Source: an optimization exercise on an open RTL-to-GDS flow (aim: small area, a short achievable clock period and few clock cycles). Production flows keep margins and buffers that such runs may drop. At most, simulation tests tie the RTL to the original design; equivalence was not proved.

## blue
## gbn_tx
module gbn_tx (
    input  wire         clk,
    input  wire         rst,           
    output wire         src_req,
    input  wire         src_valid,
    input  wire [15:0]  src_n,
    input  wire [63:0]  src_data,
    output wire         tx_valid,
    input  wire         tx_ready,
    output wire [15:0]  tx_len,
    output wire [127:0] tx_data,
    output wire         rx_req,
    input  wire         rx_valid,
    input  wire         rx_count,
    input  wire [15:0]  rx_len,
    input  wire [127:0] rx_data,
    output wire         tmr_req,
    input  wire         tmr_ack,
    output wire [1:0]   tmr_cmd,
    output wire [31:0]  tmr_arg,
    input  wire         tmr_expired,
    input  wire [1:0]   sta_addr,
    output reg  [31:0]  sta_data,
    output reg          trace_valid,
    output reg  [3:0]   trace_op,
    output wire         done,
    output wire         flt
);
Size: ~3600 cells after synthesis, about 770 flip-flops, roughly 460 I/O pins, about 40000 um2 of cells after synthesis.
clock: 13.0 ns
lec_check: 0
cap_margin: 20
core_margin: 2
core_utilization: 55
cts_buf_list: sky130_fd_sc_hd__clkbuf_4 sky130_fd_sc_hd__clkbuf_8
slew_margin: 20
standard.sh (not shown) runs the stock make flow with config.mk's settings and CLKGATE_MAP_FILE= SYNTH_SCRIPT=/design/flow/synth_recipe.tcl, a recipe that flattens the netlist after the stock synthesis.
==> flow/flow/run.sh <==
#!/bin/bash
# Standard ORFS layout with a larger setup-repair margin and the smallest
# buffer on each port. Full tool output goes to standard.log in the work folder.
set -euo pipefail
bash standard.sh finish SETUP_SLACK_MARGIN=7 \
  "BUFFER_PORTS_ARGS=-buffer_cell sky130_fd_sc_hd__buf_1" > standard.log 2>&1
Testbench counts of blue, summed over its fixed seeds: cycles 47,037.
For red, these inputs were changed with respect to blue:
--- a/flow/design.v
+++ b/flow/design.v
@@ -146,28 +146,28 @@
     wire       room      = !infl[3];
     wire       room1     = (infl < 4'd7);            
     wire       fin       = all_sent && all_acked;
     wire       fill_ok   = !all_sent && room;
     wire [15:0] rx_seq  = {rx_data[7:0],   rx_data[15:8]};
     wire [15:0] rx_ack  = {rx_data[23:16], rx_data[31:24]};
     wire [15:0] rx_ck   = {rx_data[39:32], rx_data[47:40]};
     wire [15:0] rx_plen = {rx_data[55:48], rx_data[63:56]};
     wire rx_wellformed = (rx_len >= 16'd8) && (rx_plen <= M) &&
                          ({1'b0, rx_len} >= {1'b0, rx_plen} + 17'd8) && (rx_len <= 16'd16);
     wire [63:0] rx_pw = pwords(pmask(rx_data[127:64], rx_plen[3:0]));
     wire [31:0] r1 = csa(rx_seq, rx_ack, {12'd0, rx_plen[3:0]});
-    wire [31:0] r2 = csa(rx_pw[15:0], rx_pw[31:16], rx_pw[47:32]);
-    wire [31:0] r3 = csa(r1[15:0], r1[31:16], r2[15:0]);
-    wire [31:0] r4 = csa(r3[15:0], r3[31:16], r2[31:16]);
-    wire [31:0] r5 = csa(r4[15:0], r4[31:16], rx_pw[63:48]);
+    wire [31:0] r2 = csa(r1[15:0], r1[31:16], rx_pw[15:0]);
+    wire [31:0] r3 = csa(rx_pw[31:16], rx_pw[47:32], rx_pw[63:48]);
+    wire [31:0] r4 = csa(r2[15:0], r2[31:16], r3[15:0]);
+    wire [31:0] r5 = csa(r4[15:0], r4[31:16], r3[31:16]);
     wire [15:0] ra = r5[15:0], rb = r5[31:16], rk = ~rx_ck;
     wire [15:0] rg = (ra & rb) | ((ra | rb) & ~rk);
     wire        rx_sum_ok = ((ra ^ rb ^ rk) == {rg[14:0], rg[15]}) &&
                             !((rk == 16'd0) && ((ra | rb) != 16'd0));
     wire        rx_accepted = rx_wellformed && rx_sum_ok;
     wire ack_stale = (rx_ack < base);
     wire ack_ahead = (rx_ack >= nxt);
     wire [15:0] nxt_m1 = nxt - 16'd1;
     wire ack_drain = (rx_ack == nxt_m1);
     wire [15:0] txs_p1  = txs + 16'd1;
     wire [2:0]  rd_idx  = (st == S_TMO) ? base[2:0] : txs_p1[2:0];
     wire [15:0] rd_seq  = (st == S_TMO) ? base : txs_p1;
Notes after the runs:
Wire length of the first global-routing pass went down by a little under 10% going from blue to red.
red went all the way through the flow, and no timing, DRC or antenna check failed.
Routability congestion estimate from global placement came out lower on red than on blue.
For the final worst hold slack, red came in 7.2 ps lower than blue did.
Going from blue to red, count of clock-net buffers in the final layout shrank by a few percent.
Going from blue to red, ratio of final minimum period to clock period -1.7 points; tightest slew margin relative to the limit +2.0 points.
red: number of global-route vias before repair 2430 below blue
Function not checked in red: the RTL went through the layout flow alone.


gbn_tx, a different RTL version from the one above (not shown whole).
Size in the first run: about 2600 cells after synthesis, about 680 flip-flops, ~36000 um2 of cells after synthesis.
Settings: LEC_CHECK=0, CAP_MARGIN=20, CORE_MARGIN=2, CORE_UTILIZATION=40, SLEW_MARGIN=20; clock period 13.0 ns.
run.sh (not shown) runs the stock make flow with config.mk's settings and CLKGATE_MAP_FILE= SYNTH_SCRIPT=/design/flow/synth_recipe.tcl, a recipe that flattens the netlist after the stock synthesis.
Stock flow here: none of the scripts above is used.
Edit:
--- a/flow/design.v
+++ b/flow/design.v
@@ -72,16 +72,19 @@
     reg [15:0]  nxt;
     reg         all_sent;
     reg         all_acked;
     reg         tmr_on;
     reg [1:0]   fault_code;
     reg         done_r, flt_r;
     reg         drain_r;       
     reg [15:0]  txs;
+    reg [63:0]  txp;
+    reg [3:0]   txl;
+    reg [15:0]  txck;
     reg [63:0]  slot_pay [0:W-1];
     reg [3:0]   slot_len [0:W-1];
     localparam integer QA = 3;
     localparam integer QD = 1 << QA;
     reg [5:0]   tq_mem [0:QD-1];
     reg [QA-1:0] tq_wp, tq_rp;
     reg [QA:0]  tq_cnt;
     reg [1:0]   tq_tail;
@@ -90,24 +93,16 @@
     assign tx_valid = (st == S_TXN) || (st == S_RETX) || ((st == S_SENT) && go_r);
     assign tmr_req  = (st == S_SETDUR) || (st == S_FSTART) || (st == S_ACKC) ||
                       (((st == S_STOPI) || (st == S_TMO) || (st == S_RSTART)) && go_r);
     assign tmr_cmd  = (st == S_SETDUR) ? 2'd3 :
                       (st == S_STOPI)  ? 2'd2 :
                       (st == S_TMO)    ? 2'd0 :
                       (st == S_ACKC && drain_r) ? 2'd2 : 2'd1;
     assign tmr_arg  = (st == S_SETDUR) ? TIMEOUT_MS : 32'd0;
-    wire [63:0] txp  = slot_pay[txs[2:0]];
-    wire [3:0]  txl  = (st == S_SENT) ? 4'd0 : slot_len[txs[2:0]];
-    wire [63:0] t_pw = pwords(txp, txl);
-    wire [31:0] t1 = csa(txs, {12'd0, txl}, t_pw[15:0]);
-    wire [31:0] t2 = csa(t_pw[31:16], t_pw[47:32], t_pw[63:48]);
-    wire [31:0] t3 = csa(t1[15:0], t1[31:16], t2[15:0]);
-    wire [31:0] t4 = csa(t3[15:0], t3[31:16], t2[31:16]);
-    wire [15:0] txck = ~eac_add(t4[15:0], t4[31:16]);
     assign tx_data  = {txp, 4'd0, txl, 8'd0, txck[7:0], txck[15:8], 16'd0, txs[7:0], txs[15:8]};
     assign tx_len   = {11'd0, txl[3], ~txl[3], txl[2:0]};
     assign done = done_r;
     assign flt  = flt_r;
     wire [1:0] top_state = !all_sent ? 2'd0 : (all_acked ? 2'd2 : 2'd1);
     always @(*) begin
         case (sta_addr)
             2'd0: sta_data = {M[15:0], W[15:0]};
@@ -139,17 +134,29 @@
     wire [15:0] rg = (ra & rb) | ((ra | rb) & ~rk);
     wire        rx_sum_ok = ((ra ^ rb ^ rk) == {rg[14:0], rg[15]}) &&
                             !((rk == 16'd0) && ((ra | rb) != 16'd0));
     wire        rx_accepted = rx_wellformed && rx_sum_ok;
     wire ack_stale = (rx_ack < base);
     wire ack_ahead = (rx_ack >= nxt);
     wire [15:0] nxt_m1 = nxt - 16'd1;
     wire ack_drain = (rx_ack == nxt_m1);
-    wire [15:0] txs_p1 = txs + 16'd1;
+    wire [15:0] txs_p1  = txs + 16'd1;
+    wire [2:0]  rd_idx  = (st == S_TMO) ? base[2:0] : txs_p1[2:0];
+    wire [15:0] rd_seq  = (st == S_TMO) ? base : txs_p1;
+    wire        from_src = (st == S_SRC);
+    wire [63:0] f_pay   = from_src ? src_data    : slot_pay[rd_idx];
+    wire [3:0]  f_len   = from_src ? src_n[3:0]  : slot_len[rd_idx];
+    wire [15:0] f_seq   = from_src ? nxt         : rd_seq;
+    wire [63:0] f_pw = pwords(f_pay, f_len);
+    wire [31:0] t1 = csa(f_seq, {12'd0, f_len}, f_pw[15:0]);
+    wire [31:0] t2 = csa(f_pw[31:16], f_pw[47:32], f_pw[63:48]);
+    wire [31:0] t3 = csa(t1[15:0], t1[31:16], t2[15:0]);
+    wire [31:0] t4 = csa(t3[15:0], t3[31:16], t2[31:16]);
+    wire [15:0] f_ck = ~eac_add(t4[15:0], t4[31:16]);
     reg        push;
     reg [5:0]  push_e;
     wire       pop      = (tq_tail == TL_NONE) && (tq_cnt != 0);
     wire [QA:0] cnt_next = tq_cnt + push - pop;
     wire [1:0] tail_next = (tq_tail != TL_NONE) ? ((tq_tail == TL_LOOPSKIP) ? TL_SKIP : TL_NONE) :
                            pop ? tq_mem[tq_rp][1:0] : TL_NONE;
     always @(*) begin
         push   = 1'b0;
@@ -223,22 +230,27 @@
     end
     always @(posedge clk) begin
         if (st == S_SRC && go_r && src_valid) begin
             slot_pay[nxt[2:0]] <= src_data;
             slot_len[nxt[2:0]] <= src_n[3:0];
         end
     end
     always @(posedge clk) begin
-        if (st == S_SRC)
-            txs <= nxt;
-        else if (st == S_TMO)
-            txs <= fin ? nxt : base;
-        else if (st == S_RETX && tx_ready)
-            txs <= txs_p1;
+        if ((st == S_SRC) || (st == S_TMO) || (st == S_RETX && tx_ready)) begin
+            txp  <= f_pay;
+            txl  <= f_len;
+            txck <= f_ck;
+            txs  <= f_seq;
+            if (st == S_TMO && fin) begin
+                txl  <= 4'd0;
+                txck <= ~nxt;
+                txs  <= nxt;
+            end
+        end
     end
     always @(posedge clk) begin
         if (rst) begin
             st          <= S_SETDUR;
             base        <= 16'd1;
             nxt         <= 16'd1;
             all_sent    <= 1'b0;
             all_acked   <= 1'b0;
Cell area grows by a little under a tenth.
Core utilization shrinks by 0.11 points.
Clock skew barely changes.
Cell count grows by a little under a tenth.
Wire length grows by about a fifth.
Area after synthesis grows by a little under a tenth.
Testbench counts after the change, summed over its fixed seeds: cycles 47,037.
For the first run of this note, only the layout was checked, not whether the RTL still works.

what the ideal ports hide:
Ports are ideal in the flow. The routed layouts listed here were re-timed in OpenROAD.
Step 1, drivers: a clkbuf_16 drives clk and a buf_2 each remaining input, both assumed.
Step 2, shift: input delay + t, output delay - t, t = (earliest + latest rising clock arrival at the registers) / 2. This alone moves slack from input paths to output paths.
Slacks: no drivers / after step 1 / after step 2; pairs: no drivers / after step 1.
run | shift t [ns] | slack for setup (ns) | worst setup path after step 2 | latest minus earliest clock arrival (ns) | worst register clock-pin slew, ns
blue | 0.857 | 5.978 / 6.000 / 5.142 | input to register | 0.048 / 0.047 | 0.07 / 0.07
red | 0.857 | 6.199 / 6.186 / 5.329 | input to register | 0.051 / 0.051 | 0.07 / 0.07
the first run of note 2 | 0.694 | 1.461 / 1.395 / 2.088 | register to output | 0.054 / 0.053 | 0.06 / 0.06
the second run of note 2 | 0.697 | 2.819 / 2.819 / 2.696 | input to register | 0.038 / 0.038 | 0.07 / 0.07
After both steps setup and hold are still met in every run listed. For red, which loses most, drivers alone change the setup slack by -0.013 ns; drivers and shift together by -0.870 ns.
